Background: an optimization exercise with open tools, aiming at small area, a short achievable clock period and few clock cycles. Do not read the settings as production practice.
Where RTL was checked, it was by simulation tests only, not by an equivalence proof against the original.
For runs 1 to 5, only the layout was checked, not whether the RTL still works.
Power and IR drop assume default switching activity.

File: design/flow/standard.sh
#!/bin/bash
# synth_recipe.tcl (not shown) runs the flow's synth.tcl, then flattens the netlist and writes it again
# the make line also repeats each setting of config.mk as NAME=value (left out here)
make -C /OpenROAD-flow-scripts/flow DESIGN_CONFIG=/design/flow/config.mk WORK_HOME=/design/flow/orfs CLKGATE_MAP_FILE= SYNTH_SCRIPT=/design/flow/synth_recipe.tcl "${@:-finish}"
File: design/flow/design.v
module crc16_serial (
    input  wire [15:0] crc,
    input  wire [7:0]  din,
    output wire [15:0] nxt
);
    wire [7:0] x0 = crc[15:8] ^ din;
    wire [7:0] x  = x0 ^ {4'h0, x0[7:4]};
    assign nxt = {crc[7:0], 8'h00} ^ {x[3:0], 12'h000} ^ {3'b000, x, 5'b00000} ^ {8'h00, x};
endmodule
module frame_encoder (
    input  wire       clk,
    input  wire       rst,
    input  wire       in_valid,
    input  wire [7:0] in_data,
    output wire       in_ready,
    output reg        tx_valid,
    output reg  [7:0] tx_data,
    output reg        tx_last,
    input  wire       tx_ready
);
    localparam [7:0] START = 8'h7E;
    localparam [7:0] ESC   = 8'h7D;
    localparam [2:0] E_START = 3'd0,
                     E_OP    = 3'd1,
                     E_LEN   = 3'd2,
                     E_PAY   = 3'd3,
                     E_CRCL  = 3'd4,
                     E_CRCH  = 3'd5;
    reg  [2:0]  state;
    reg  [7:0]  remain;      
    reg         pend;        
    reg         pb;          
    reg         plast;       
    reg  [15:0] crc;
    wire [15:0] crc_nxt;
    crc16_serial u_crc (.crc(crc), .din(in_data), .nxt(crc_nxt));
    wire body_state = (state == E_OP) || (state == E_LEN) || (state == E_PAY);
    wire slot       = !tx_valid || tx_ready;
    assign in_ready = body_state && slot && !pend;
    wire   take     = in_valid && in_ready;
    wire res_in = (in_data[7:2]  == 6'b011111) && (in_data[1]  ^ in_data[0]);
    wire res_lo = (crc[7:2]      == 6'b011111) && (crc[1]      ^ crc[0]);
    wire res_hi = (crc[15:10]    == 6'b011111) && (crc[9]      ^ crc[8]);
    always @(posedge clk) begin
        if (state == E_START)
            crc <= 16'h0000;
        else if (take)
            crc <= crc_nxt;
    end
    always @(posedge clk) begin
        if (take) begin
            if (state == E_LEN) remain <= in_data;
            else                remain <= remain - 8'd1;
        end
    end
    always @(posedge clk) begin
        if (slot) begin
            if (pend)
                tx_data <= {6'b011111, !pb, pb};
            else case (state)
                E_START: tx_data <= START;
                E_CRCL:  tx_data <= res_lo ? ESC : crc[7:0];
                E_CRCH:  tx_data <= res_hi ? ESC : crc[15:8];
                default: tx_data <= res_in ? ESC : in_data;
            endcase
        end
    end
    always @(posedge clk) begin
        if (rst) begin
            state    <= E_START;
            pend     <= 1'b0;
            tx_valid <= 1'b0;
            tx_last  <= 1'b0;
        end else if (slot) begin
            tx_valid <= 1'b0;
            tx_last  <= 1'b0;
            if (pend) begin
                tx_valid <= 1'b1;
                tx_last  <= plast;
                pend     <= 1'b0;
            end else begin
                case (state)
                E_START: if (in_valid) begin
                    tx_valid <= 1'b1;
                    state    <= E_OP;
                end
                E_OP, E_LEN, E_PAY: if (in_valid) begin
                    tx_valid <= 1'b1;
                    pend     <= res_in;
                    if (state == E_OP)
                        state <= E_LEN;
                    else if (state == E_LEN)
                        state <= (in_data == 8'd0) ? E_CRCL : E_PAY;
                    else if (remain == 8'd1)
                        state <= E_CRCL;
                end
                E_CRCL: begin
                    tx_valid <= 1'b1;
                    pend     <= res_lo;
                    state    <= E_CRCH;
                end
                E_CRCH: begin
                    tx_valid <= 1'b1;
                    tx_last  <= !res_hi;
                    pend     <= res_hi;
                    state    <= E_START;
                end
                default: state <= E_START;
                endcase
            end
        end
    end
    always @(posedge clk) begin
        if (slot && !pend) begin
            pb    <= (state == E_CRCL) ? crc[0] : (state == E_CRCH) ? crc[8] : in_data[0];
            plast <= (state == E_CRCH);
        end
    end
endmodule
module frame_decoder (
    input  wire       clk,
    input  wire       rst,
    input  wire       rx_valid,
    input  wire [7:0] rx_data,
    input  wire       rx_last,
    output wire       rx_ready,
    output reg        body_valid,
    output reg  [7:0] body_data,
    input  wire       body_ready,
    output reg        res_valid,
    output reg  [2:0] res_cause,
    input  wire       res_ready
);
    localparam [7:0] START = 8'h7E;
    localparam [7:0] ESC   = 8'h7D;
    localparam [2:0] C_OK     = 3'd0,
                     C_MARKER = 3'd1,
                     C_TRUNC  = 3'd2,
                     C_LENGTH = 3'd3,
                     C_CRC    = 3'd4;
    localparam [3:0] D_START = 4'd0,
                     D_OP    = 4'd1,
                     D_LEN   = 4'd2,
                     D_PAY   = 4'd3,
                     D_CRCL  = 4'd4,
                     D_CRCH  = 4'd5,
                     D_DONE  = 4'd6,
                     D_EMARK = 4'd7,
                     D_ECRC  = 4'd8,
                     D_ELEN  = 4'd9;
    reg  [3:0]  dph;
    reg         escf;
    reg  [7:0]  remain;      
    reg         lo_ok;       
    reg  [15:0] crc;
    wire [15:0] crc_nxt;
    crc16_serial u_crc (.crc(crc), .din(rx_data), .nxt(crc_nxt));
    assign rx_ready = (!body_valid || body_ready) && (!res_valid || res_ready);
    wire   take     = rx_valid && rx_ready;
    wire in_frame   = (dph == D_OP) || (dph == D_LEN) || (dph == D_PAY) ||
                      (dph == D_CRCL) || (dph == D_CRCH);
    wire body_ph    = (dph == D_OP) || (dph == D_LEN) || (dph == D_PAY);
    wire is_esc     = (rx_data == ESC);
    wire is_content = in_frame && (escf || !is_esc);
    wire is_body    = body_ph && (escf || !is_esc);
    wire hi_ok      = (crc[15:8] == rx_data);
    reg [3:0] dph_nxt;
    always @(*) begin
        dph_nxt = dph;
        case (dph)
        D_START: dph_nxt = (rx_data == START) ? D_OP : D_EMARK;
        D_OP:    if (is_content) dph_nxt = D_LEN;
        D_LEN:   if (is_content) dph_nxt = (rx_data == 8'd0) ? D_CRCL : D_PAY;
        D_PAY:   if (is_content && remain == 8'd1) dph_nxt = D_CRCL;
        D_CRCL:  if (is_content) dph_nxt = D_CRCH;
        D_CRCH:  if (is_content) dph_nxt = (lo_ok && hi_ok) ? D_DONE : D_ECRC;
        D_DONE:  dph_nxt = D_ELEN;
        default: ;
        endcase
    end
    reg [2:0] cause_nxt;
    always @(*) begin
        case (dph_nxt)
        D_DONE:  cause_nxt = C_OK;
        D_EMARK: cause_nxt = C_MARKER;
        D_ELEN:  cause_nxt = C_LENGTH;
        D_ECRC:  cause_nxt = C_CRC;
        default: cause_nxt = C_TRUNC;
        endcase
    end
    always @(posedge clk) begin
        if (dph == D_START)
            crc <= 16'h0000;
        else if (take && is_body)
            crc <= crc_nxt;
    end
    always @(posedge clk) begin
        if (take && is_content) begin
            if (dph == D_LEN) remain <= rx_data;
            else              remain <= remain - 8'd1;
            lo_ok <= (crc[7:0] == rx_data);
        end
    end
    always @(posedge clk) begin
        if (!body_valid || body_ready) body_data <= rx_data;
        if (take && rx_last) res_cause <= cause_nxt;
    end
    always @(posedge clk) begin
        if (rst) begin
            dph        <= D_START;
            escf       <= 1'b0;
            body_valid <= 1'b0;
            res_valid  <= 1'b0;
        end else begin
            if (body_ready) body_valid <= 1'b0;
            if (res_ready)  res_valid  <= 1'b0;
            if (take) begin
                escf <= in_frame && !escf && is_esc;
                if (is_body) body_valid <= 1'b1;
                if (rx_last) begin
                    res_valid <= 1'b1;
                    dph       <= D_START;
                end else begin
                    dph       <= dph_nxt;
                end
            end
        end
    end
endmodule
module frame_codec (
    input  wire       clk,
    input  wire       rst,
    input  wire       enc_valid,
    input  wire [7:0] enc_data,
    output wire       enc_ready,
    output wire       tx_valid,
    output wire [7:0] tx_data,
    output wire       tx_last,
    input  wire       tx_ready,
    input  wire       rx_valid,
    input  wire [7:0] rx_data,
    input  wire       rx_last,
    output wire       rx_ready,
    output wire       body_valid,
    output wire [7:0] body_data,
    input  wire       body_ready,
    output wire       res_valid,
    output wire [2:0] res_cause,
    input  wire       res_ready
);
    frame_encoder u_enc (
        .clk(clk), .rst(rst),
        .in_valid(enc_valid), .in_data(enc_data), .in_ready(enc_ready),
        .tx_valid(tx_valid), .tx_data(tx_data), .tx_last(tx_last),
        .tx_ready(tx_ready)
    );
    frame_decoder u_dec (
        .clk(clk), .rst(rst),
        .rx_valid(rx_valid), .rx_data(rx_data), .rx_last(rx_last),
        .rx_ready(rx_ready),
        .body_valid(body_valid), .body_data(body_data), .body_ready(body_ready),
        .res_valid(res_valid), .res_cause(res_cause), .res_ready(res_ready)
    );
endmodule
File: design/flow/constraint.sdc
create_clock -name core_clock -period 4.0 [get_ports {clk}]
set_input_delay 0.8000 -clock core_clock [delete_from_list [all_inputs] [get_ports {clk}]]
set_output_delay 0.8000 -clock core_clock [all_outputs]
set_load 0.01 [all_outputs]
File: design/flow/flow/run.sh
#!/bin/bash
# Standard ORFS layout with small port buffers and no CTS dummy loads.
set -euo pipefail
cat >> config.mk <<'CFG'
export BUFFER_PORTS_ARGS = -buffer_cell sky130_fd_sc_hd__buf_1
export CTS_ARGS = -sink_clustering_enable -repair_clock_nets -buf_list sky130_fd_sc_hd__clkbuf_8 -dont_use_dummy_load
export RECOVER_POWER = 100
CFG
bash standard.sh > standard.log 2>&1
File: design/flow/config.mk
export PLATFORM = sky130hd
export DESIGN_NAME = frame_codec
export DESIGN_NICKNAME = frame_codec
export VERILOG_FILES = /design/flow/design.v
export SDC_FILE = /design/flow/constraint.sdc
export NUM_CORES = 4
export LEC_CHECK = 0
export ABC_AREA = 1
export ABC_CLOCK_PERIOD_IN_PS = 2000
export CAP_MARGIN = 20
export CORE_MARGIN = 2
export CORE_UTILIZATION = 40
export CTS_BUF_LIST = sky130_fd_sc_hd__clkbuf_8
export SETUP_SLACK_MARGIN = 1.6
export SLEW_MARGIN = 20
export BUFFER_PORTS_ARGS = -buffer_cell sky130_fd_sc_hd__buf_1
export CTS_ARGS = -sink_clustering_enable -repair_clock_nets -buf_list sky130_fd_sc_hd__clkbuf_8 -dont_use_dummy_load
export RECOVER_POWER = 100
==> impl_metrics.toml, run 1 <==
[finish]
syn_to_final_growth_pct = 10.3
drive_gt1_share_pct = 3.99
multi_input_area_um2 = 2180
nets = 683
antenna_cells = 0
fillerInstances = 1172
ff_latch_area_um2 = 2040
stdcell_count = 795

[setup_path]
end_kind = "flip-flop"
r2r_slack_ps = 1200
crit_slowest_cell = "clkinvlp_2"
path_cells = "buf_1 > nor2_1 > inv_1 > o21ai_0 > inv_1 > nand2_1 > nor2_1 > inv_1 > nor2_1 > clkbuf_1 > clkinvlp_2 > a21oi_1"
criticalPathCategory = "in2reg"
startpoint = "body_ready"
slowest_delay_ps = 390
r2r_start = "u_dec.body_valid"
r2r_end = "u_dec.crc[6]"
cp_max_fo = 10
reg2regPathDepth = 12
crit_required_ps = 4300
cp.arrival_ps = 3210
cp-start-kind = "primary input"

[route]
dr.pass1.iters = 5
ant_nets = 0
wl_per_cell_um = 14.1
vias = 3995
drt_wl_total_um = 11200
drc = 0
dr.first_iter.drc_count = 329
vias_per_cell = 5.03

[yosys]
yosysTopAreaCell = "edfxtp_1"
ys_seq_elements = 83
syn_area_um2 = 4630
avgSynthCellArea_um2 = 7.82
syn-num-nets = 621
synth_cell_types = 39
ys_warn_count = 2
yosys.area.top_type_share_pct = 24.6
seq_area_frac_synth_pct = 44.1
synthCells = 592
ys_top_cells_by_area = "edfxtp_1 25%, dfxtp_1 19%, nand2_1 9.3%"

[pwr]
cellPowerDensity_nw_per_um2 = 415
power.total_mw = 2.12
p_leak_nw = 2.01
vdd_drop_max_mv = 0.250

[sta]
setup_ws_ps = 1090
max_freq_ghz = 0.343
hold_viol = 0
hold_ws_ps = 477
min_period_ps = 2910
rsz0062_at_grt = "no"
finalMaxSlewViolations = 0
worstMarginPinSlew_ps = 791
min_period_over_period_pct = 72.8
setup_violations = 0
slew_headroom_pct = 47.1
fin_skew_ps = 24.5
fin_setup_tns_ps = 0

[placed_design]
dp.cells = 774
place.gp.congestion = 0.852
buffer_ports.inserted = 48
pre_cts_ws_ps = 865
dp_hpwl_um = 8310

[floorplan]
start_util_pct = 40.7
die_y_um = 112
num_rows = 39
pin_count = 49
die_w_um = 112
core_um2 = 11400
dieArea_um2 = 12500

[worst_hold_path]
min_path_cells = 2
min_from = "u_dec.crc[14]"
hold_path_class = "reg2reg"
min_to = "u_dec.crc[14]"

[clock_tree]
postCtsHoldBufs = 0
clk_pin_slew_ps = 80
clock-root-buffer = "clkbuf_8"
cts_buffers = 9
cts.sinks = 83
tritoncts = "done"
clock_path_buffers = 2
htree_levels = 3
clock_latency_ps = 380

[global_routing]
grt_pass1_vias = 3862
grt_max_degree = 24
grt_usage_pct = 18.6
grt_overflow = 0
antenna_found_initial = 0
grt_pass1_wl_um = 18600

[run_status]
outcome = "timing/DRC/antenna clean"

[job]
max_cap_viol_count = 0
-- cell usage in the layout (no fill, tap or decap), types with 3 or more instances in the layout --
cell / n
a31oi_1: 3
buf_4: 5
a21oi_1: 47
nor3_1: 10
o21ai_0: 55
clkbuf_1: 15
xnor2_1: 19
nand3_1: 28
dfxtp_1: 45
nor2_2: 3
buf_1: 36
ha_1: 5
xor2_1: 36
clkbuf_8: 9
inv_1: 85
a211oi_1: 3
edfxtp_1: 38
nand4_1: 8
nor2_1: 59
nand2_1: 118
o2111ai_1: 3
-- synthesized netlist by cell type (all sizes together) --
cell type / instances
o21a: 1
nor3: 10
ha: 5
o221ai: 2
nand3: 28
inv: 86
a31oi: 3
o21ai: 57
a22oi: 1
a21oi: 47
nand2: 119
or3: 1
o2111ai: 3
nor4: 1
nor2: 61
nand4: 8
dfxtp: 45
buf: 6
a41oi: 1
a211oi: 3
edfxtp: 38
o211ai: 2
and2: 1
o22ai: 2
xnor2: 19
clkbuf: 4
o31ai: 1
xor2: 37
-- routing by layer --
layer / up-vias / track usage [%] / wire length, um
li1: 2060 / - / -
met2: 60 / 30.1 / 5290
met3: 21 / 3.38 / 361
met1: 1854 / 24.4 / 5300
met4: 0 / 8.23 / 240
met5: - / 0 / 0
-- area by class of cell --
cell class              count  share of cell area (%)
multi-input cells         414                    42.7
flip-flops and latches     83                    40.0
inverters                  86                    6.35
repair buffers             58                    4.78
well taps                 143                    3.50
clock buffers               9                    2.43
repair inverters            2                   0.245
-- flip-flops by register name, indices dropped and copies added (netlist names) --
name / count
u_enc.pb: 1
u_dec.body_data: 8
u_dec.escf: 1
u_dec.body_valid: 1
u_dec.res_cause: 3
u_dec.crc: 16
u_enc.plast: 1
u_enc.crc: 16
u_enc.tx_valid: 1
u_enc.tx_data: 8
u_enc.state: 3
u_dec.remain: 8
u_enc.tx_last: 1
u_dec.lo_ok: 1
u_dec.dph: 4
u_enc.pend: 1
u_enc.remain: 8
u_dec.res_valid: 1
-- timing repair --
| action | CTS | global route |
|---|---|---|
| buffers inserted | 0 | 9 |
| cloned | 1 | 2 |
| resized for setup | 4 | 8 |
| pin swaps | 0 | 2 |
| endpoints found under the setup margin | 13 | 14 |
-- stage by stage --
stage,utilization (%),cell area (um2)
after floorplan,-,4630
after global placement,43.5,4950
after detailed placement,43.5,4950
after CTS,44.8,5090
after global routing,44.9,5110
final,44.9,5110
-- how the worst max path moves through the flow --
stage / endpoint / slack [ps] / cells after the start
finish: u_dec.crc[6] / 1090 / 12
CTS: u_dec.crc[14] / 1640 / 12
global route: u_enc.crc[13] / 880 / 10
global placement: u_dec.crc[10] / 1040 / 12
detailed placement: u_dec.crc[14] / 870 / 12
floorplan: u_dec.crc[6] / 1760 / 12
-- cell families (layout without fill, tap and decap cells) --
kind of cell | after synthesis | count (layout) | share of synthesized area, %
AOI/OAI and AO/OA | 123 | 123 | 14.5
buffers and inverters | 96 | 155 | 7.97
DFF | 83 | 83 | 44.1
and+or+nand+nor | 229 | 230 | 21.5
adders and majority gates | 5 | 5 | 1.35
xor gates and xnor gates | 56 | 56 | 10.6
-- where the power goes --
group | switching (mW) | leakage, nW | internal (mW)
clock | 0.278 | 0.0647 | 0.201
combinational | 0.376 | 1.20 | 0.197
sequential | 0.0675 | 0.738 | 1.00
total | 0.721 | 2.01 | 1.40
-- worst max-delay path, delay by kind of cell --
kind | cells | cell delay, ps
AND/OR/NAND/NOR | 4 | 820
buffers and inverters | 6 | 1160
AO/OA/AOI/OAI | 2 | 420
==> run 2: changes to the inputs <==
==> design/flow/flow/run.sh (replaced) <==
#!/bin/bash
# Standard ORFS layout with small port buffers and no CTS dummy loads.
set -euo pipefail
cat >> config.mk <<'CFG'
export BUFFER_PORTS_ARGS = -buffer_cell sky130_fd_sc_hd__buf_1
export CTS_ARGS = -sink_clustering_enable -repair_clock_nets -buf_list sky130_fd_sc_hd__clkbuf_8 -dont_use_dummy_load
CFG
bash standard.sh > standard.log 2>&1
--- a/design/flow/config.mk
+++ b/design/flow/config.mk
@@ -15,4 +15,3 @@
 export SLEW_MARGIN = 20
 export BUFFER_PORTS_ARGS = -buffer_cell sky130_fd_sc_hd__buf_1
 export CTS_ARGS = -sink_clustering_enable -repair_clock_nets -buf_list sky130_fd_sc_hd__clkbuf_8 -dont_use_dummy_load
-export RECOVER_POWER = 100
==> run 2 against run 1 <==
  * Still clean
  * Synthesized cell count unchanged
  * Area after synthesis unchanged
  * Power increased by 0.76%
  * Final cell count unchanged
  * First-iteration DRC count decreased by 5.5%
  * Sequential share of layout area decreased by 0.63 points
  * Routed wire length increased by 0.38%
  * Critical endpoint is now rx_ready
==> impl_metrics.toml, run 2 <==
[placed_design]
dp_hpwl_um = 8310
place.gp.congestion = 0.852
pre_cts_ws_ps = 865
buffer_ports.inserted = 48

[yosys]
synth-adder-area-share_pct = 1.35
synth_cell_types = 39
synthMuxAreaShare_pct = 0
syn_area_um2 = 4630
avgSynthCellArea_um2 = 7.82
yosysTopAreaCell = "edfxtp_1"
ys_top_cells_by_area = "edfxtp_1 25%, dfxtp_1 19%, nand2_1 9.3%"
synthSimpleGateAreaFrac_pct = 21.5
seq_area_frac_synth_pct = 44.1
synthCells = 592
syn-num-nets = 621
ys_warn_count = 2
synth_top_family_by_area = "simple AND/OR/NAND/NOR gates"
ys_seq_elements = 83
synth_edf_count = 38
synthXorXnorAreaFrac_pct = 10.6
synth_top_flop_cell = "dfxtp_1"
synth_compound_area_share_pct = 14.5
yosysMostFrequentCell = "nand2_1"
ys_top_cells_by_count = "115 x nand2_1, 84 x inv_1, 55 x o21ai_0"
async_flop_share_pct = 0
yosys.area.top_type_share_pct = 24.6

[floorplan]
dieArea_um2 = 12500
core_um2 = 11400
num_rows = 39
die_y_um = 112
pin_count = 49
die_w_um = 112
start_util_pct = 40.7

[clock_tree]
cts_buffers = 9
tritoncts = "done"
clock_latency_ps = 380
clk_pin_slew_ps = 90
cts.sinks = 83
clock_path_buffers = 2
htree_levels = 3
postCtsHoldBufs = 0
clock-root-buffer = "clkbuf_8"

[sta]
hold_ws_ps = 477
fin_skew_ps = 24.1
min_period_over_period_pct = 57.8
worstMarginPinSlew_ps = 786
rsz0062_at_grt = "no"
finalMaxSlewViolations = 0
min_period_ps = 2310
setup_violations = 0
setup_ws_ps = 1690
slew_headroom_pct = 47.4
max_freq_ghz = 0.433
fin_setup_tns_ps = 0
hold_viol = 0

[route]
wl_per_cell_um = 14.1
drt_wl_total_um = 11200
dr.first_iter.drc_count = 311
route.met2.wl_um = 5280
drc = 0
dr.pass1.iters = 5
highest_layer = "met4"
vias_per_cell = 5.09
wl_met3_um = 439
ant_nets = 0
vias = 4047
wl_met1_um = 5280

[pwr]
vdd_drop_max_mv = 0.248
clkPwrFrac_pct = 22.4
p_sw_mw = 0.730
intPower_mw = 1.41
p_leak_nw = 2.04
cellPowerDensity_nw_per_um2 = 412
combPwrFrac_pct = 27.6
swShare_pct = 34.2
seqPwrFrac_pct = 50.0

[setup_path]
cp-start-kind = "primary input"
crit_slowest_cell = "inv_2"
crit_required_ps = 3200
end_kind = "primary output"
cp_max_fo = 10
criticalPathCategory = "in2out"
cp.arrival_ps = 1510
path_cells = "buf_1 > nor2_1 > inv_2 > o21ai_0 > inv_1 > buf_1"
slowest_delay_ps = 180
cp_common_cell = "buf_1"

[finish]
antenna_cells = 0
final_core_util_pct = 45.6
nets = 683
top_regs = "u_dec.crc (16), u_enc.crc (16)"
drive_gt1_share_pct = 7.52
syn_to_final_growth_pct = 12.1
layout_commonest_cell = "nand2_1"
final_cell_mix = "115 x nand2_1, 82 x inv_1, 55 x o21ai_0"

[job]
max_cap_viol_count = 0

[global_routing]
grt_usage_pct = 18.6
grt_pass1_vias = 3862
grt_max_degree = 24
grt_pass1_wl_um = 18600
grt_overflow = 0
antenna_found_initial = 0

[run_status]
outcome = "timing/DRC/antenna clean"

[worst_hold_path]
hold_path_class = "reg2reg"
## run 2: cell count changes in the layout (fill, tap and decap cells not counted), sizes merged
cell	delta
clkbuf	-12
buf	+12
## run 2: power by group through the flow
stage	clock [mW]	combinational (mW)	sequential [mW]
after floorplan	0	0.412	1.08
after global placement	0	0.563	1.08
after detailed placement	0	0.569	1.09
after CTS	0.494	0.577	1.07
after global routing	0.523	0.670	1.08
final	0.478	0.590	1.07
## run 2: cell families after synthesis
kind of cell               Yosys count
adders and majority gates            5
and+or+nand+nor                    229
DFF                                 83
buffers and inverters               96
xor gates and xnor gates            56
AOI/OAI and AO/OA                  123
## run 2: worst paths after layout
path	start	end	slack [ps]	depth (start not counted)
worst max register to register	u_enc.state[1]	u_enc.tx_data[1]	1840	7
worst max-delay path	body_ready	rx_ready	1690	6
worst min-delay path	u_dec.crc[11]	u_dec.crc[11]	480	2
worst min register to register	u_dec.crc[11]	u_dec.crc[11]	480	2
## run 2: routing by layer
layer,GRT usage (%),vias to the layer above
li1,-,2066
met1,24.4,1879
met2,30.1,81
met3,3.38,21
met4,8.23,0
met5,0,-
## run 2: timing repair
action	CTS	global route
resized for setup	4	8
cloned	1	2
endpoints found under the setup margin	13	14
pin swaps	0	2
buffers inserted	0	9
## run 2: worst max-delay path, delay by kind of cell
kind	cells	cell delay, ps
AOI/OAI and AO/OA	1	130
and+or+nand+nor	1	50
buffers and inverters	4	530
## run 2: layout make-up
type | instances | area, um2
Timing Repair inverter | 2 | 15.0
Multi-Input combinational cell | 414 | 2240
Tap cell | 143 | 179
Clock buffer | 9 | 124
Inverter | 86 | 327
Timing Repair Buffer | 58 | 262
Fill cell | 1155 | 6180
Sequential cell | 83 | 2040
## run 2: per-stage QoR
| stage | area, um2 | total power, mW | cells |
|---|---|---|---|
| 2_1_floorplan | 4630 | 1.50 | 592 |
| 6_report | 5190 | 2.14 | 795 |
| 3_3_place_gp | 4950 | 1.65 | 774 |
| 5_1_grt | 5190 | 2.27 | 795 |
| 3_5_place_dp | 4950 | 1.66 | 774 |
| 4_1_cts | 5090 | 2.14 | 784 |
==> run 3: changes to the inputs <==
--- a/design/flow/config.mk
+++ b/design/flow/config.mk
@@ -10,8 +10,7 @@
 export CAP_MARGIN = 20
 export CORE_MARGIN = 2
 export CORE_UTILIZATION = 40
-export CTS_BUF_LIST = sky130_fd_sc_hd__clkbuf_8
-export SETUP_SLACK_MARGIN = 1.6
+export SETUP_SLACK_MARGIN = 2.0
 export SLEW_MARGIN = 20
 export BUFFER_PORTS_ARGS = -buffer_cell sky130_fd_sc_hd__buf_1
 export CTS_ARGS = -sink_clustering_enable -repair_clock_nets -buf_list sky130_fd_sc_hd__clkbuf_8 -dont_use_dummy_load
==> run 3 against run 2 <==
  * Clock skew fell by 7.0 ps
  * Clock power hardly changed
  * Sequential power about the same
  * Highest routed layer unchanged
  * Largest cell class unchanged
  * Global-route usage rose by 0.21 points
  * Register-to-register slack better by 190 ps
  * Die area did not move
  * Area after synthesis stayed put
  * Routed wire length increased by 3.3%
  * Final cell count grew 2.0%
==> impl_metrics.toml, run 3 <==
[sta]
setup_violations = 0
slew_headroom_pct = 56.5
hold_viol = 0
min_period_ps = 2080
finalMaxSlewViolations = 0
min_period_over_period_pct = 51.9
worstMarginPinSlew_ps = 652
max_freq_ghz = 0.482
rsz0062_at_grt = "yes"
fin_skew_ps = 17.1
fin_setup_tns_ps = 0
setup_ws_ps = 1920

[yosys]
yosysMostFrequentCell = "nand2_1"
syn_area_um2 = 4630
synthCells = 592
synth_top_flop_cell = "dfxtp_1"
ys_seq_elements = 83
ys_warn_count = 2
seq_area_frac_synth_pct = 44.1
ys_top_cells_by_count = "115 x nand2_1, 84 x inv_1, 55 x o21ai_0"
yosysTopAreaCell = "edfxtp_1"
avgSynthCellArea_um2 = 7.82
ys_top_cells_by_area = "edfxtp_1 25%, dfxtp_1 19%, nand2_1 9.3%"
yosys.area.top_type_share_pct = 24.6
synth_edf_count = 38
async_flop_share_pct = 0
synth_cell_types = 39
syn-num-nets = 621

[global_routing]
grt_usage_pct = 18.8
grt_max_degree = 24
antenna_found_initial = 0
grt_pass1_vias = 3957
grt_pass1_wl_um = 18800
grt_overflow = 0

[clock_tree]
htree_levels = 3
cts_buffers = 9
clock_latency_ps = 380
tritoncts = "done"
postCtsHoldBufs = 0
cts.sinks = 83
clk_pin_slew_ps = 90
clock-root-buffer = "clkbuf_8"
clock_path_buffers = 2

[finish]
final_cell_mix = "100 x nand2_1, 75 x inv_1, 46 x o21ai_0, 46 x a21oi_1, 42 x dfxtp_1"
layout_commonest_cell = "nand2_1"
stdcell_count = 811
drive_gt1_share_pct = 18.9
top_regs = "u_dec.crc (16), u_enc.crc (16)"
design_area_um2 = 5610
fillerInstances = 1113
antenna_cells = 0
syn_to_final_growth_pct = 21.2
nets = 699

[floorplan]
pin_count = 49
core_um2 = 11400
die_y_um = 112
num_rows = 39
start_util_pct = 40.7
dieArea_um2 = 12500
die_w_um = 112

[setup_path]
cp_max_fo = 5
cp.arrival_ps = 1280
crit_required_ps = 3200
end_kind = "primary output"
cp-start-kind = "primary input"
criticalPathCategory = "in2out"

[worst_hold_path]
hold_path_class = "reg2reg"

[placed_design]
dp_hpwl_um = 8280
buffer_ports.inserted = 48
dp.cells = 774
pre_cts_ws_ps = 1060
place.gp.congestion = 0.896
dpl_cell_area_um2 = 5010

[run_status]
outcome = "timing/DRC/antenna clean"

[route]
vias_per_cell = 5.10
drt_wl_total_um = 11600
dr.first_iter.drc_count = 386
vias = 4135
drc = 0
dr.pass1.iters = 5
wl_per_cell_um = 14.3
ant_nets = 0

[pwr]
p_leak_nw = 2.18
vdd_drop_max_mv = 0.208
cellPowerDensity_nw_per_um2 = 397

[job]
max_cap_viol_count = 0
==> run 3: cell counts after synthesis <==
No cell type changed its count.
==> run 3: area by class of cell <==
type | count | area (um2) | area share [%]
Multi-Input combinational cell | 413 | 2430 | 43.4
Sequential cell | 83 | 2050 | 36.6
Timing Repair Buffer | 74 | 447 | 7.96
Inverter | 86 | 354 | 6.31
Tap cell | 143 | 179 | 3.19
Clock buffer | 9 | 124 | 2.21
Timing Repair inverter | 3 | 22.5 | 0.402
==> run 3: cells by family after synthesis <==
family	after synthesis	synth area share (%)
buffers and inverters	96	7.97
DFF	83	44.1
and+or+nand+nor	229	21.5
AOI/OAI and AO/OA	123	14.5
adders and majority gates	5	1.35
xor gates and xnor gates	56	10.6
==> run 3: final timing paths <==
check	from	cells after the start	slack (ps)	to
worst min-delay path	u_dec.crc[9]	2	480	u_dec.crc[9]
worst max register to register	u_dec.remain[3]	12	2030	u_dec.res_cause[1]
worst min register to register	u_dec.crc[9]	2	480	u_dec.crc[9]
worst max-delay path	tx_ready	4	1920	enc_ready
==> run 3: stage by stage <==
stage	utilization (%)	power, mW	hold WS (ps)
after floorplan	-	1.50	444
after global placement	44.1	1.66	455
after detailed placement	44.1	1.67	469
after CTS	46.9	2.19	482
after global routing	49.3	2.36	514
final	49.3	2.23	481
==> run 3: where the power goes <==
group | leakage (nW) | internal [mW] | switching [mW] | total [mW]
Clock | 0.0647 | 0.201 | 0.280 | 0.481
Combinational | 1.38 | 0.255 | 0.422 | 0.676
Sequential | 0.739 | 1.00 | 0.0699 | 1.07
Total | 2.18 | 1.46 | 0.771 | 2.23
==> run 3: what timing repair did <==
item | in CTS | in global routing
pin swaps | 11 | 28
buffers inserted | 15 | 10
gates resized for setup | 32 | 70
endpoints found under the setup margin | 36 | 21
cloned | 3 | 0
==> run 3: routing by layer <==
layer / GRT usage (%) / part of all wire [%] / wire, um
met5: 0 / 0 / 0
met4: 8.72 / 2.1 / 246
met3: 3.81 / 4.2 / 488
met2: 31.3 / 48 / 5590
met1: 23.6 / 45 / 5280
==> run 3: worst max-delay path, cell delays in order <==
cell,delay [ps]
buf_8,80
nor2_4,40
nor3_4,190
buf_2,160
==> run 4: changes to the inputs <==
--- a/design/flow/design.v
+++ b/design/flow/design.v
@@ -30,17 +30,50 @@
     reg  [7:0]  remain;      
     reg         pend;        
     reg         pb;          
-    reg         plast;       
     reg  [15:0] crc;
     wire [15:0] crc_nxt;
+    reg         sk_valid;
+    reg  [7:0]  sk_data;
+    reg         sk_last;
     crc16_serial u_crc (.crc(crc), .din(in_data), .nxt(crc_nxt));
     wire body_state = (state == E_OP) || (state == E_LEN) || (state == E_PAY);
-    wire slot       = !tx_valid || tx_ready;
-    assign in_ready = body_state && slot && !pend;
+    wire room       = !sk_valid;
+    assign in_ready = body_state && room && !pend;
     wire   take     = in_valid && in_ready;
     wire res_in = (in_data[7:2]  == 6'b011111) && (in_data[1]  ^ in_data[0]);
     wire res_lo = (crc[7:2]      == 6'b011111) && (crc[1]      ^ crc[0]);
     wire res_hi = (crc[15:10]    == 6'b011111) && (crc[9]      ^ crc[8]);
+    reg       g_valid;
+    reg [7:0] g_data;
+    reg       g_last;
+    always @(*) begin
+        g_valid = 1'b0;
+        g_last  = 1'b0;
+        if (pend) begin
+            g_valid = 1'b1;
+            g_data  = {6'b011111, !pb, pb};
+            g_last  = (state == E_START);    
+        end else case (state)
+            E_START: begin
+                g_valid = in_valid;
+                g_data  = START;
+            end
+            E_CRCL: begin
+                g_valid = 1'b1;
+                g_data  = res_lo ? ESC : crc[7:0];
+            end
+            E_CRCH: begin
+                g_valid = 1'b1;
+                g_data  = res_hi ? ESC : crc[15:8];
+                g_last  = !res_hi;
+            end
+            default: begin
+                g_valid = in_valid;
+                g_data  = res_in ? ESC : in_data;
+            end
+        endcase
+    end
+    wire make = room && g_valid;
     always @(posedge clk) begin
         if (state == E_START)
             crc <= 16'h0000;
@@ -54,39 +87,40 @@
         end
     end
     always @(posedge clk) begin
-        if (slot) begin
-            if (pend)
-                tx_data <= {6'b011111, !pb, pb};
-            else case (state)
-                E_START: tx_data <= START;
-                E_CRCL:  tx_data <= res_lo ? ESC : crc[7:0];
-                E_CRCH:  tx_data <= res_hi ? ESC : crc[15:8];
-                default: tx_data <= res_in ? ESC : in_data;
-            endcase
-        end
-    end
-    always @(posedge clk) begin
-        if (rst) begin
-            state    <= E_START;
-            pend     <= 1'b0;
+        if (room && !pend)
+            pb <= (state == E_CRCL) ? crc[0] : (state == E_CRCH) ? crc[8] : in_data[0];
+    end
+    always @(posedge clk) begin
+        if (!tx_valid || tx_ready) begin
+            tx_data <= sk_valid ? sk_data : g_data;
+            tx_last <= sk_valid ? sk_last : g_last;
+        end
+        if (room) begin
+            sk_data <= g_data;
+            sk_last <= g_last;
+        end
+    end
+    always @(posedge clk) begin
+        if (rst) begin
             tx_valid <= 1'b0;
-            tx_last  <= 1'b0;
-        end else if (slot) begin
-            tx_valid <= 1'b0;
-            tx_last  <= 1'b0;
+            sk_valid <= 1'b0;
+        end else begin
+            tx_valid <= sk_valid || make || (tx_valid && !tx_ready);
+            sk_valid <= tx_valid && !tx_ready && (sk_valid || make);
+        end
+    end
+    always @(posedge clk) begin
+        if (rst) begin
+            state <= E_START;
+            pend  <= 1'b0;
+        end else if (make) begin
             if (pend) begin
-                tx_valid <= 1'b1;
-                tx_last  <= plast;
-                pend     <= 1'b0;
+                pend <= 1'b0;
             end else begin
                 case (state)
-                E_START: if (in_valid) begin
-                    tx_valid <= 1'b1;
-                    state    <= E_OP;
-                end
-                E_OP, E_LEN, E_PAY: if (in_valid) begin
-                    tx_valid <= 1'b1;
-                    pend     <= res_in;
+                E_START: state <= E_OP;
+                E_OP, E_LEN, E_PAY: begin
+                    pend <= res_in;
                     if (state == E_OP)
                         state <= E_LEN;
                     else if (state == E_LEN)
@@ -95,25 +129,16 @@
                         state <= E_CRCL;
                 end
                 E_CRCL: begin
-                    tx_valid <= 1'b1;
-                    pend     <= res_lo;
-                    state    <= E_CRCH;
+                    pend  <= res_lo;
+                    state <= E_CRCH;
                 end
                 E_CRCH: begin
-                    tx_valid <= 1'b1;
-                    tx_last  <= !res_hi;
-                    pend     <= res_hi;
-                    state    <= E_START;
+                    pend  <= res_hi;
+                    state <= E_START;
                 end
                 default: state <= E_START;
                 endcase
             end
-        end
-    end
-    always @(posedge clk) begin
-        if (slot && !pend) begin
-            pb    <= (state == E_CRCL) ? crc[0] : (state == E_CRCH) ? crc[8] : in_data[0];
-            plast <= (state == E_CRCH);
         end
     end
 endmodule
@@ -144,18 +169,22 @@
                      D_PAY   = 4'd3,
                      D_CRCL  = 4'd4,
                      D_CRCH  = 4'd5,
-                     D_DONE  = 4'd6,
-                     D_EMARK = 4'd7,
-                     D_ECRC  = 4'd8,
-                     D_ELEN  = 4'd9;
+                     D_DONE  = {1'b1, C_OK},
+                     D_EMARK = {1'b1, C_MARKER},
+                     D_ELEN  = {1'b1, C_LENGTH},
+                     D_ECRC  = {1'b1, C_CRC};
     reg  [3:0]  dph;
     reg         escf;
     reg  [7:0]  remain;      
     reg         lo_ok;       
     reg  [15:0] crc;
     wire [15:0] crc_nxt;
+    reg         bs_valid;
+    reg  [7:0]  bs_data;
+    reg         rs_valid;
+    reg  [2:0]  rs_cause;
     crc16_serial u_crc (.crc(crc), .din(rx_data), .nxt(crc_nxt));
-    assign rx_ready = (!body_valid || body_ready) && (!res_valid || res_ready);
+    assign rx_ready = !bs_valid && !rs_valid;
     wire   take     = rx_valid && rx_ready;
     wire in_frame   = (dph == D_OP) || (dph == D_LEN) || (dph == D_PAY) ||
                       (dph == D_CRCL) || (dph == D_CRCH);
@@ -178,20 +207,13 @@
         default: ;
         endcase
     end
-    reg [2:0] cause_nxt;
-    always @(*) begin
-        case (dph_nxt)
-        D_DONE:  cause_nxt = C_OK;
-        D_EMARK: cause_nxt = C_MARKER;
-        D_ELEN:  cause_nxt = C_LENGTH;
-        D_ECRC:  cause_nxt = C_CRC;
-        default: cause_nxt = C_TRUNC;
-        endcase
-    end
+    wire [2:0] cause_nxt = dph_nxt[3] ? dph_nxt[2:0] : C_TRUNC;
+    wire push_b = take && is_body;
+    wire push_r = take && rx_last;
     always @(posedge clk) begin
         if (dph == D_START)
             crc <= 16'h0000;
-        else if (take && is_body)
+        else if (push_b)
             crc <= crc_nxt;
     end
     always @(posedge clk) begin
@@ -202,28 +224,31 @@
         end
     end
     always @(posedge clk) begin
-        if (!body_valid || body_ready) body_data <= rx_data;
-        if (take && rx_last) res_cause <= cause_nxt;
-    end
-    always @(posedge clk) begin
-        if (rst) begin
-            dph        <= D_START;
-            escf       <= 1'b0;
+        if (!body_valid || body_ready) body_data <= bs_valid ? bs_data : rx_data;
+        if (!bs_valid)                 bs_data   <= rx_data;
+        if (!res_valid || res_ready)   res_cause <= rs_valid ? rs_cause : cause_nxt;
+        if (!rs_valid)                 rs_cause  <= cause_nxt;
+    end
+    always @(posedge clk) begin
+        if (rst) begin
             body_valid <= 1'b0;
+            bs_valid   <= 1'b0;
             res_valid  <= 1'b0;
+            rs_valid   <= 1'b0;
         end else begin
-            if (body_ready) body_valid <= 1'b0;
-            if (res_ready)  res_valid  <= 1'b0;
-            if (take) begin
-                escf <= in_frame && !escf && is_esc;
-                if (is_body) body_valid <= 1'b1;
-                if (rx_last) begin
-                    res_valid <= 1'b1;
-                    dph       <= D_START;
-                end else begin
-                    dph       <= dph_nxt;
-                end
-            end
+            body_valid <= bs_valid || push_b || (body_valid && !body_ready);
+            bs_valid   <= body_valid && !body_ready && (bs_valid || push_b);
+            res_valid  <= rs_valid || push_r || (res_valid && !res_ready);
+            rs_valid   <= res_valid && !res_ready && (rs_valid || push_r);
+        end
+    end
+    always @(posedge clk) begin
+        if (rst) begin
+            dph  <= D_START;
+            escf <= 1'b0;
+        end else if (take) begin
+            escf <= in_frame && !escf && is_esc;
+            dph  <= rx_last ? D_START : dph_nxt;
         end
     end
 endmodule
==> run 4 against run 3 <==
  * Non-clock buffer count fell by 16
  * Final cell count increased by 4.8%
  * Synthesized cell count up 5.9%
  * Largest power group unchanged
  * Combinational power decreased by 6.4%
  * Die area increased by 13%
  * Register-to-register slack better by 100 ps
  * Cell area up 3.5%
  * Power is 12% higher
  * Sequential share of layout area is 6.5 points higher
  * Area after synthesis increased by 13%
  * Via count grew 3.0%
  * Clock power up 8.3%
==> impl_metrics.toml, run 4 <==
[clock_tree]
clk_pin_slew_ps = 100
clock-root-buffer = "clkbuf_8"
htree_levels = 3
postCtsHoldBufs = 0
cts.sinks = 105
tritoncts = "done"
clock_latency_ps = 370
clock_path_buffers = 2
cts_buffers = 9

[global_routing]
grt_overflow = 0
antenna_found_initial = 0
grt_pass1_wl_um = 20100
grt_usage_pct = 17.9
grt_pass1_vias = 4038
grt_max_degree = 22

[floorplan]
die_w_um = 119
pin_count = 49
num_rows = 41
core_um2 = 12700
start_util_pct = 41.3
die_y_um = 119
dieArea_um2 = 14100

[sta]
finalMaxSlewViolations = 0
fin_skew_ps = 20.2
min_period_ps = 2060
hold_ws_ps = 456
hold_viol = 0
rsz0062_at_grt = "yes"
worstMarginPinSlew_ps = 664
setup_violations = 0
min_period_over_period_pct = 51.5
max_freq_ghz = 0.485
fin_setup_tns_ps = 0
slew_headroom_pct = 55.7

[yosys]
seq_area_frac_synth_pct = 47.3
ys_warn_count = 2
synthCells = 627
synth_top_flop_cell = "dfxtp_1"
yosys.area.top_type_share_pct = 25.5
avgSynthCellArea_um2 = 8.38
ys_top_cells_by_count = "125 x nand2_1, 74 x inv_1, 67 x dfxtp_1"
async_flop_share_pct = 0
ys_top_cells_by_area = "dfxtp_1 26%, edfxtp_1 22%, nand2_1 8.9%"
yosysTopAreaCell = "dfxtp_1"
ys_seq_elements = 105
syn-num-nets = 656
yosysMostFrequentCell = "nand2_1"
synth_edf_count = 38
syn_area_um2 = 5250
synth_cell_types = 46

[worst_hold_path]
hold_path_class = "reg2reg"

[pwr]
combPwrFrac_pct = 25.3
seqPwrFrac_pct = 53.9
swShare_pct = 32.2
power.total_mw = 2.50
clkPwrFrac_pct = 20.8
intPower_mw = 1.70
p_leak_nw = 2.26
cellPowerDensity_nw_per_um2 = 431
vdd_drop_max_mv = 0.251
p_sw_mw = 0.807

[route]
vias_per_cell = 5.01
drc = 0
vias = 4260
dr.pass1.iters = 5
dr.first_iter.drc_count = 399
wl_per_cell_um = 14.3
drt_wl_total_um = 12200
ant_nets = 0

[finish]
syn_to_final_growth_pct = 10.6
nets = 709
design_area_um2 = 5810
final_cell_mix = "125 x nand2_1, 73 x inv_1, 61 x dfxtp_1"
fillerInstances = 1324
drive_gt1_share_pct = 10.3
antenna_cells = 0
layout_commonest_cell = "nand2_1"
top_regs = "u_dec.crc (16), u_enc.crc (16)"
final_core_util_pct = 45.6

[setup_path]
end_kind = "primary output"
cp-start-kind = "flip-flop"
crit_required_ps = 3200
cp_max_fo = 5
cp.arrival_ps = 1260
criticalPathCategory = "reg2out"

[run_status]
outcome = "timing/DRC/antenna clean"

[placed_design]
buffer_ports.inserted = 48
dp_hpwl_um = 9020
place.gp.congestion = 0.912
dpl_cell_area_um2 = 5570

[job]
max_cap_viol_count = 0
[run 4: cell types whose count changed after synthesis, moves of 5 or more]
cell / previous run / this run
nor2_1: 54 / 45
nand3_1: 27 / 20
xnor2_1: 19 / 26
nand2_1: 115 / 125
xor2_1: 37 / 31
nor3_1: 8 / 14
inv_1: 84 / 74
a21oi_1: 47 / 42
inv_2: 2 / 7
dfxtp_1: 45 / 67
[run 4: final timing paths]
check                                         end         startpoint  slack (ps)  cells past startpoint
worst max-delay path                    enc_ready     u_enc.state[1]        1940                      5
worst min-delay path            u_dec.rs_cause[0]  u_dec.rs_cause[0]         460                      2
worst max register to register      u_enc.crc[12]     u_enc.state[1]        2130                      9
worst min register to register  u_dec.rs_cause[0]  u_dec.rs_cause[0]         460                      2
[run 4: power by group through the flow]
stage                     Clock [mW]  Combinational [mW]  Sequential (mW)
after floorplan                    0               0.441             1.37
after detailed placement           0               0.606             1.37
after global placement             0               0.597             1.37
after global routing           0.584               0.708             1.36
final                          0.521               0.633             1.35
after CTS                      0.548               0.615             1.35
[run 4: per-stage QoR]
stage	std cells	worst slack (ps)
2_1_floorplan	627	2000
3_3_place_gp	831	1650
3_5_place_dp	831	1520
4_1_cts	842	1850
5_1_grt	850	1890
6_report	850	1940
[run 4: cells by family (layout without fill, tap and decap cells)]
kind of cell,Yosys count,in the layout,synth area share (%)
compound gates,124,124,13.4
xor+xnor,59,59,10.1
simple gates,236,236,20.4
flops,105,105,47.3
mux,1,1,0.214
buf+inv,97,148,7.38
fa+ha+maj,5,5,1.19
[run 4: repair_timing]
action	CTS	global route
resized for setup	6	18
pin swaps	2	3
setup buffers	2	8
endpoints found under the setup margin	38	35
hold endpoints to repair	0	0
[run 4: cell type report]
cell class,count,area [um2],area share (%)
inverter,81,307,5.28
multi-input combinational,425,2400,41.3
timing repair buffer,58,264,4.55
tap,172,215,3.71
clock buffer,9,124,2.13
sequential,105,2500,43.1
[run 4: routing by layer]
layer | wire, um | track usage (%) | vias to the layer above
li1 | - | - | 2158
met1 | 6130 | 26.0 | 1964
met2 | 5230 | 26.3 | 119
met3 | 574 | 3.33 | 19
met4 | 249 | 6.92 | 0
met5 | 0 | 0 | -
[run 4: critical path, stage by stage (launching register included)]
cell,delay [ps]
dfxtp_4,390
nor2_4,50
nor2_1,80
inv_1,70
nor2_2,140
buf_2,150
==> run 5: changes to the inputs <==
--- a/design/flow/config.mk
+++ b/design/flow/config.mk
@@ -6,11 +6,11 @@
 export NUM_CORES = 4
 export LEC_CHECK = 0
 export ABC_AREA = 1
-export ABC_CLOCK_PERIOD_IN_PS = 2000
+export ABC_CLOCK_PERIOD_IN_PS = 1700
 export CAP_MARGIN = 20
 export CORE_MARGIN = 2
 export CORE_UTILIZATION = 40
-export SETUP_SLACK_MARGIN = 2.0
+export SETUP_SLACK_MARGIN = 2.3
 export SLEW_MARGIN = 20
 export BUFFER_PORTS_ARGS = -buffer_cell sky130_fd_sc_hd__buf_1
 export CTS_ARGS = -sink_clustering_enable -repair_clock_nets -buf_list sky130_fd_sc_hd__clkbuf_8 -dont_use_dummy_load
==> run 5 against run 4 <==
  * Register-to-register slack better by 90 ps
  * Largest cell class is now multi-input combinational cells
  * Synthesized cell count did not move
  * Cell area up 13%
  * Power is 5.4% higher
  * Critical path type unchanged
  * Clock skew is 2.0 ps lower
  * Flip-flop and latch count stayed put
  * Sequential share of layout area decreased by 4.8 points
  * Worst hold slack lost 5.9 ps
  * Routed wire length up 8.9%
  * Largest power group unchanged
  * Highest routed layer unchanged
==> impl_metrics.toml, run 5 <==
[pwr]
intPower_mw = 1.77
vdd_drop_max_mv = 0.286
clkPwrFrac_pct = 20.3
swShare_pct = 32.9
combPwrFrac_pct = 28.5
seqPwrFrac_pct = 51.3
p_leak_nw = 2.62
p_sw_mw = 0.869
cellPowerDensity_nw_per_um2 = 401

[yosys]
synth_cell_types = 46
syn_area_um2 = 5250
yosysMostFrequentCell = "nand2_1"
seq_area_frac_synth_pct = 47.3
ys_warn_count = 2
async_flop_share_pct = 0
yosysTopAreaCell = "dfxtp_1"
yosys.area.top_type_share_pct = 25.5
synth_edf_count = 38
ys_top_cells_by_area = "dfxtp_1 26%, edfxtp_1 22%, nand2_1 8.9%"
ys_seq_elements = 105
synth_top_flop_cell = "dfxtp_1"
synthCells = 627
ys_top_cells_by_count = "125 x nand2_1, 74 x inv_1, 67 x dfxtp_1"
avgSynthCellArea_um2 = 8.38
syn-num-nets = 656

[clock_tree]
htree_levels = 3
clock-root-buffer = "clkbuf_8"
cts_buffers = 9
clock_latency_ps = 380
postCtsHoldBufs = 0
tritoncts = "done"
clock_path_buffers = 2
cts.sinks = 105
clk_pin_slew_ps = 100

[floorplan]
pin_count = 49
die_w_um = 119
dieArea_um2 = 14100
num_rows = 41
die_y_um = 119
start_util_pct = 41.3
core_um2 = 12700

[route]
dr.first_iter.drc_count = 351
ant_nets = 0
drc = 0
drt_wl_total_um = 13300
vias = 4541
wl_per_cell_um = 15.0
vias_per_cell = 5.13
dr.pass1.iters = 5

[setup_path]
end_kind = "primary output"
cp_max_fo = 5
criticalPathCategory = "reg2out"
crit_required_ps = 3200
cp-start-kind = "flip-flop"
cp.arrival_ps = 1160

[finish]
drive_gt1_share_pct = 29.8
ff_latch_area_um2 = 2520
multi_input_area_um2 = 2700
final_core_util_pct = 51.8
antenna_cells = 0
nets = 745
top_regs = "u_dec.crc (16), u_enc.crc (16)"
fillerInstances = 1207
syn_to_final_growth_pct = 25.4
final_cell_mix = "109 x nand2_1, 59 x inv_1, 53 x dfxtp_1"
design_area_um2 = 6590
layout_commonest_cell = "nand2_1"
stdcell_count = 886

[placed_design]
buffer_ports.inserted = 48
dp_hpwl_um = 9050
dpl_cell_area_um2 = 5650
place.gp.congestion = 0.903
dp.cells = 831

[run_status]
outcome = "timing/DRC/antenna clean"

[sta]
slew_headroom_pct = 48.8
finalMaxSlewViolations = 0
max_freq_ghz = 0.510
fin_skew_ps = 18.1
hold_viol = 0
rsz0062_at_grt = "yes"
hold_ws_ps = 450
min_period_over_period_pct = 49.0
worstMarginPinSlew_ps = 768
setup_violations = 0
fin_setup_tns_ps = 0
min_period_ps = 1960

[global_routing]
grt_pass1_vias = 4207
grt_max_degree = 22
grt_overflow = 0
grt_pass1_wl_um = 20900
grt_usage_pct = 18.8
antenna_found_initial = 0

[worst_hold_path]
hold_path_class = "reg2reg"

[job]
max_cap_viol_count = 0
run 5: cell counts after synthesis:
Identical to the previous run, type by type.
run 5: per-stage QoR:
step,setup slack (ps),power [mW]
global placement,1630,1.98
detailed placement,1520,1.99
finish,2040,2.64
floorplan,2070,1.82
global route,1980,2.79
CTS,1970,2.56
run 5: final timing paths:
check / start / slack [ps] / cells past startpoint / end
setup / recovery: u_enc.pend / 2040 / 4 / enc_ready
hold / removal: u_dec.rs_cause[0] / 450 / 2 / u_dec.rs_cause[0]
setup reg to reg: u_enc.pend / 2220 / 8 / u_enc.crc[12]
hold reg to reg: u_dec.rs_cause[0] / 450 / 2 / u_dec.rs_cause[0]
run 5: worst max-delay path, stage by stage, from the launching register on:
cell     delay, ps
dfxtp_4        380
nor2_4         120
inv_2           60
nor2_4         120
buf_6          110
run 5: power groups by stage:
stage                     registers (mW)  logic [mW]  clock network, mW
after CTS                           1.35       0.666              0.549
after detailed placement            1.37       0.614                  0
after floorplan                     1.37       0.453                  0
after global routing                1.37       0.824              0.595
final                               1.35       0.751              0.535
after global placement              1.38       0.609                  0
run 5: routing by layer:
layer / routed length, um / track usage [%] / share of wire, % / vias up
li1: - / - / - / 2245
met1: 6220 / 25.1 / 47 / 2138
met2: 5980 / 29.1 / 45 / 127
met3: 726 / 4.97 / 5.5 / 31
met4: 338 / 7.07 / 2.5 / 0
met5: 0 / 0 / 0 / -
run 5: what timing repair did:
item | CTS | global route
endpoints found under the hold margin | 0 | 0
setup endpoints to repair | 95 | 80
setup buffers | 19 | 24
pin swaps | 22 | 33
gates cloned | 0 | 3
gates resized for setup | 76 | 105
run 5: layout make-up:
class / instances / area share, %
clock buffer: 9 / 1.88
inverter: 81 / 5.36
timing repair inverter: 2 / 0.209
sequential: 105 / 38.3
tap: 172 / 3.27
timing repair buffer: 92 / 9.95
multi-input combinational: 425 / 41.0
run 5: cells by family (layout without fill, tap and decap cells):
group / after synthesis / in the layout / share of synthesized area [%]
AND/OR/NAND/NOR: 236 / 236 / 20.4
AO/OA/AOI/OAI: 124 / 124 / 13.4
flip-flops: 105 / 105 / 47.3
buffers and inverters: 97 / 184 / 7.38
XOR/XNOR: 59 / 59 / 10.1
adder cells (fa/ha/maj): 5 / 5 / 1.19
multiplexers: 1 / 1 / 0.214
==> run 6: changes to the inputs <==
--- a/design/flow/design.v
+++ b/design/flow/design.v
@@ -12,7 +12,7 @@
     input  wire       rst,
     input  wire       in_valid,
     input  wire [7:0] in_data,
-    output wire       in_ready,
+    output reg        in_ready,
     output reg        tx_valid,
     output reg  [7:0] tx_data,
     output reg        tx_last,
@@ -38,7 +38,6 @@
     crc16_serial u_crc (.crc(crc), .din(in_data), .nxt(crc_nxt));
     wire body_state = (state == E_OP) || (state == E_LEN) || (state == E_PAY);
     wire room       = !sk_valid;
-    assign in_ready = body_state && room && !pend;
     wire   take     = in_valid && in_ready;
     wire res_in = (in_data[7:2]  == 6'b011111) && (in_data[1]  ^ in_data[0]);
     wire res_lo = (crc[7:2]      == 6'b011111) && (crc[1]      ^ crc[0]);
@@ -100,45 +99,54 @@
             sk_last <= g_last;
         end
     end
+    reg [2:0] state_n;
+    reg       pend_n;
+    always @(*) begin
+        state_n = state;
+        pend_n  = pend;
+        if (make) begin
+            if (pend) begin
+                pend_n = 1'b0;
+            end else begin
+                case (state)
+                E_START: state_n = E_OP;
+                E_OP, E_LEN, E_PAY: begin
+                    pend_n = res_in;
+                    if (state == E_OP)
+                        state_n = E_LEN;
+                    else if (state == E_LEN)
+                        state_n = (in_data == 8'd0) ? E_CRCL : E_PAY;
+                    else if (remain == 8'd1)
+                        state_n = E_CRCL;
+                end
+                E_CRCL: begin
+                    pend_n  = res_lo;
+                    state_n = E_CRCH;
+                end
+                E_CRCH: begin
+                    pend_n  = res_hi;
+                    state_n = E_START;
+                end
+                default: state_n = E_START;
+                endcase
+            end
+        end
+    end
+    wire sk_valid_n = tx_valid && !tx_ready && (sk_valid || make);
     always @(posedge clk) begin
         if (rst) begin
+            state    <= E_START;
+            pend     <= 1'b0;
             tx_valid <= 1'b0;
             sk_valid <= 1'b0;
+            in_ready <= 1'b0;
         end else begin
+            state    <= state_n;
+            pend     <= pend_n;
             tx_valid <= sk_valid || make || (tx_valid && !tx_ready);
-            sk_valid <= tx_valid && !tx_ready && (sk_valid || make);
-        end
-    end
-    always @(posedge clk) begin
-        if (rst) begin
-            state <= E_START;
-            pend  <= 1'b0;
-        end else if (make) begin
-            if (pend) begin
-                pend <= 1'b0;
-            end else begin
-                case (state)
-                E_START: state <= E_OP;
-                E_OP, E_LEN, E_PAY: begin
-                    pend <= res_in;
-                    if (state == E_OP)
-                        state <= E_LEN;
-                    else if (state == E_LEN)
-                        state <= (in_data == 8'd0) ? E_CRCL : E_PAY;
-                    else if (remain == 8'd1)
-                        state <= E_CRCL;
-                end
-                E_CRCL: begin
-                    pend  <= res_lo;
-                    state <= E_CRCH;
-                end
-                E_CRCH: begin
-                    pend  <= res_hi;
-                    state <= E_START;
-                end
-                default: state <= E_START;
-                endcase
-            end
+            sk_valid <= sk_valid_n;
+            in_ready <= !sk_valid_n && !pend_n &&
+                        ((state_n == E_OP) || (state_n == E_LEN) || (state_n == E_PAY));
         end
     end
 endmodule
@@ -148,7 +156,7 @@
     input  wire       rx_valid,
     input  wire [7:0] rx_data,
     input  wire       rx_last,
-    output wire       rx_ready,
+    output reg        rx_ready,
     output reg        body_valid,
     output reg  [7:0] body_data,
     input  wire       body_ready,
@@ -184,7 +192,6 @@
     reg         rs_valid;
     reg  [2:0]  rs_cause;
     crc16_serial u_crc (.crc(crc), .din(rx_data), .nxt(crc_nxt));
-    assign rx_ready = !bs_valid && !rs_valid;
     wire   take     = rx_valid && rx_ready;
     wire in_frame   = (dph == D_OP) || (dph == D_LEN) || (dph == D_PAY) ||
                       (dph == D_CRCL) || (dph == D_CRCH);
@@ -223,6 +230,8 @@
             lo_ok <= (crc[7:0] == rx_data);
         end
     end
+    wire bs_valid_n = body_valid && !body_ready && (bs_valid || push_b);
+    wire rs_valid_n = res_valid && !res_ready && (rs_valid || push_r);
     always @(posedge clk) begin
         if (!body_valid || body_ready) body_data <= bs_valid ? bs_data : rx_data;
         if (!bs_valid)                 bs_data   <= rx_data;
@@ -235,11 +244,13 @@
             bs_valid   <= 1'b0;
             res_valid  <= 1'b0;
             rs_valid   <= 1'b0;
+            rx_ready   <= 1'b1;
         end else begin
             body_valid <= bs_valid || push_b || (body_valid && !body_ready);
-            bs_valid   <= body_valid && !body_ready && (bs_valid || push_b);
+            bs_valid   <= bs_valid_n;
             res_valid  <= rs_valid || push_r || (res_valid && !res_ready);
-            rs_valid   <= res_valid && !res_ready && (rs_valid || push_r);
+            rs_valid   <= rs_valid_n;
+            rx_ready   <= !bs_valid_n && !rs_valid_n;
         end
     end
     always @(posedge clk) begin
--- a/design/flow/config.mk
+++ b/design/flow/config.mk
@@ -6,11 +6,11 @@
 export NUM_CORES = 4
 export LEC_CHECK = 0
 export ABC_AREA = 1
-export ABC_CLOCK_PERIOD_IN_PS = 1700
+export ABC_CLOCK_PERIOD_IN_PS = 1600
 export CAP_MARGIN = 20
 export CORE_MARGIN = 2
 export CORE_UTILIZATION = 40
-export SETUP_SLACK_MARGIN = 2.3
+export SETUP_SLACK_MARGIN = 2.35
 export SLEW_MARGIN = 20
 export BUFFER_PORTS_ARGS = -buffer_cell sky130_fd_sc_hd__buf_1
 export CTS_ARGS = -sink_clustering_enable -repair_clock_nets -buf_list sky130_fd_sc_hd__clkbuf_8 -dont_use_dummy_load
==> run 6 against run 5 <==
  * Flip-flop and latch count up 2
  * Critical path type is now in2reg
  * Via count up 3.4%
  * Non-clock buffer count up 14
  * Combinational power down 38%
  * Clock power up 2%
  * Global-route usage up 0.79 points
  * Still clean on timing, DRC and antenna
  * Register-to-register slack better by 60 ps
  * Core utilization up 1.4 points
  * Worst hold slack better by 0.72 ps
  * Final cell count up 4.7%
  * Largest power group unchanged
==> impl_metrics.toml, run 6 <==
[yosys]
avgSynthCellArea_um2 = 8.27
syn_area_um2 = 5370
synth_cell_types = 49
yosys.area.top_type_share_pct = 25.7
async_flop_share_pct = 0
seq_area_frac_synth_pct = 46.9
yosysTopAreaCell = "dfxtp_1"
ys_top_cells_by_area = "dfxtp_1 26%, edfxtp_1 21%, nand2_1 10%"
yosysMostFrequentCell = "nand2_1"
syn-num-nets = 679
synth_top_flop_cell = "dfxtp_1"
ys_seq_elements = 107
ys_top_cells_by_count = "143 x nand2_1, 70 x inv_1, 69 x dfxtp_1"
ys_warn_count = 2
synth_edf_count = 38
synthCells = 650

[route]
vias_per_cell = 5.06
vias = 4695
dr.pass1.iters = 4
drc = 0
wl_per_cell_um = 15.2
ant_nets = 0
drt_wl_total_um = 14100
dr.first_iter.drc_count = 299

[floorplan]
die_w_um = 120
start_util_pct = 40.7
num_rows = 42
core_um2 = 13200
pin_count = 49
die_y_um = 120
dieArea_um2 = 14400

[finish]
top_regs = "u_dec.crc (16), u_enc.crc (16)"
antenna_cells = 0
syn_to_final_growth_pct = 30.5
drive_gt1_share_pct = 32.0
nets = 783
final_cell_mix = "120 x nand2_1, 58 x inv_1, 57 x dfxtp_1"
layout_commonest_cell = "nand2_1"
final_core_util_pct = 53.2
fillerInstances = 1190
design_area_um2 = 7010

[placed_design]
place.gp.congestion = 0.830
buffer_ports.inserted = 48
dpl_cell_area_um2 = 5830
pre_cts_ws_ps = 1160
dp_hpwl_um = 9280

[clock_tree]
clock_path_buffers = 2
cts.sinks = 107
clk_pin_slew_ps = 80
clock_latency_ps = 400
clock-root-buffer = "clkbuf_8"
cts_buffers = 9
tritoncts = "done"
htree_levels = 3

[sta]
min_period_over_period_pct = 44.7
min_period_ps = 1790
slew_headroom_pct = 38.8
setup_ws_ps = 2210
rsz0062_at_grt = "yes"
finalMaxSlewViolations = 0
fin_setup_tns_ps = 0
hold_viol = 0
max_freq_ghz = 0.560
worstMarginPinSlew_ps = 918
setup_violations = 0
fin_skew_ps = 33.7

[global_routing]
grt_pass1_wl_um = 22000
grt_max_degree = 19
grt_usage_pct = 19.6
grt_pass1_vias = 4644
grt_overflow = 0
antenna_found_initial = 0

[pwr]
vdd_drop_max_mv = 0.158
p_leak_nw = 2.85
p_sw_mw = 0.648
swShare_pct = 28.9
intPower_mw = 1.60
cellPowerDensity_nw_per_um2 = 320
seqPwrFrac_pct = 55.0
clkPwrFrac_pct = 24.2
combPwrFrac_pct = 20.7

[worst_hold_path]
hold_path_class = "reg2reg"
min_from = "u_enc.sk_data[1]"

[setup_path]
r2r_start = "u_dec.remain[2]"
cp_max_fo = 4
cp-start-kind = "primary input"
crit_required_ps = 4150
end_kind = "flip-flop"
criticalPathCategory = "in2reg"
cp.arrival_ps = 1930
path_cells = "buf_12 > inv_16 > nand2_1 > nand2_2 > nand2_1 > nor2_1 > nand3_1 > nand2_2 > nand2_1 > nand2_1 > nand3_2 > nand2_2 > nand2_2"
startpoint = "rx_data[7]"
crit_slowest_cell = "nand3_1"
slowest_delay_ps = 160

[job]
max_cap_viol_count = 0

[run_status]
outcome = "timing/DRC/antenna clean"
[run 6: area by class of cell]
class	count	area, um2	area share (%)
repair inverters	2	18.8	0.268
well taps	176	220	3.14
clock buffers	9	124	1.77
inverters	84	390	5.57
flip-flops and latches	107	2540	36.3
repair buffers	106	852	12.1
multi-input cells	444	2870	40.9
[run 6: repair_timing]
action | in CTS | in global routing
gates resized for setup | 107 | 93
gates cloned | 3 | 0
hold buffers | 0 | 0
pin swaps | 21 | 31
setup endpoints to repair | 102 | 87
setup buffers | 28 | 28
[run 6: per-layer routing]
| layer | routed length [um] | track usage (%) | vias up |
|---|---|---|---|
| met4 | 315 | 8.68 | 0 |
| met3 | 475 | 3.66 | 25 |
| li1 | - | - | 2339 |
| met2 | 7230 | 35.0 | 100 |
| met1 | 6070 | 22.6 | 2231 |
| met5 | 0 | 0 | - |
[run 6: stage by stage]
stage	hold slack, ps	cells	power [mW]
global placement	434	860	1.58
finish	451	928	2.24
CTS	457	900	2.19
detailed placement	439	860	1.59
global route	487	928	2.35
floorplan	418	650	1.49
[run 6: logic make-up (layout without fill, tap and decap cells)]
kind of cell             after synthesis  count (layout)  synth area share [%]
AO/OA/AOI/OAI                        122             122                  13.5
XOR/XNOR                              54              54                  9.36
adder cells (fa/ha/maj)                5               5                  1.16
buffers and inverters                 99             201                  7.50
flip-flops                           107             107                  46.9
AND/OR/NAND/NOR                      263             263                  21.6
[run 6: path summary, 6_finish.rpt]
check | end | slack, ps | cells past startpoint
worst max-delay path | u_dec.res_cause[2] | 2210 | 13
worst min-delay path | u_enc.sk_data[1] | 450 | 2
worst max register to register | u_dec.res_cause[1] | 2280 | 10
worst min register to register | u_enc.sk_data[1] | 450 | 2
[run 6: power by group through the flow]
stage	sequential, mW	clock [mW]	combinational [mW]
global placement	1.26	0	0.328
global route	1.24	0.598	0.504
finish	1.24	0.544	0.465
detailed placement	1.26	0	0.333
CTS	1.23	0.559	0.399
floorplan	1.26	0	0.234
[run 6: worst max-delay path: cells and delay by family]
family | cells | cell delay [ps]
buf+inv | 2 | 170
simple gates | 11 | 970
Testbench counts of run 6, summed over its fixed seeds: cycles 4,443.

==> afterwards: timing with drivers on the ports <==
The flow's constraints put no driver on any port. The routed layouts listed below were extracted and timed again, unchanged, in two steps.
Step 1 assumes that a clkbuf_16 drives the clock port and a buf_2 every other input.
Step 2 adds t to the input delays and takes it off the output delays; t is the mean of the earliest and latest rising clock arrival at the registers after step 1. Input paths then give back, and output paths get back, about the clock's delay inside the block.
a / b / c = ideal / step 1 / step 2; a / b = the first two.
| run | t, ns | slack for setup (ns) | worst setup path at the end | clock arrival spread, ns | worst slew at a driven data input, ns |
|---|---|---|---|---|---|
| run 1 | 0.398 | 1.088 / 1.100 / 0.702 | input to register | 0.024 / 0.024 | 0.03 |
| run 2 | 0.398 | 1.689 / 1.667 / 1.387 | input to register | 0.024 / 0.024 | 0.03 |
| run 3 | 0.401 | 1.925 / 1.874 / 1.660 | input to register | 0.017 / 0.017 | 0.05 |
| run 4 | 0.399 | 1.938 / 1.903 / 1.736 | input to register | 0.022 / 0.022 | 0.05 |
| run 5 | 0.409 | 2.038 / 2.001 / 1.832 | input to register | 0.020 / 0.020 | 0.07 |
| run 6 | 0.421 | 2.213 / 2.201 / 1.784 | input to register | 0.033 / 0.034 | 0.06 |
After both steps setup and hold are still met in every run listed. The setup slack of run 6, which loses most, moves by -0.012 ns with the drivers and by -0.429 ns with both steps.
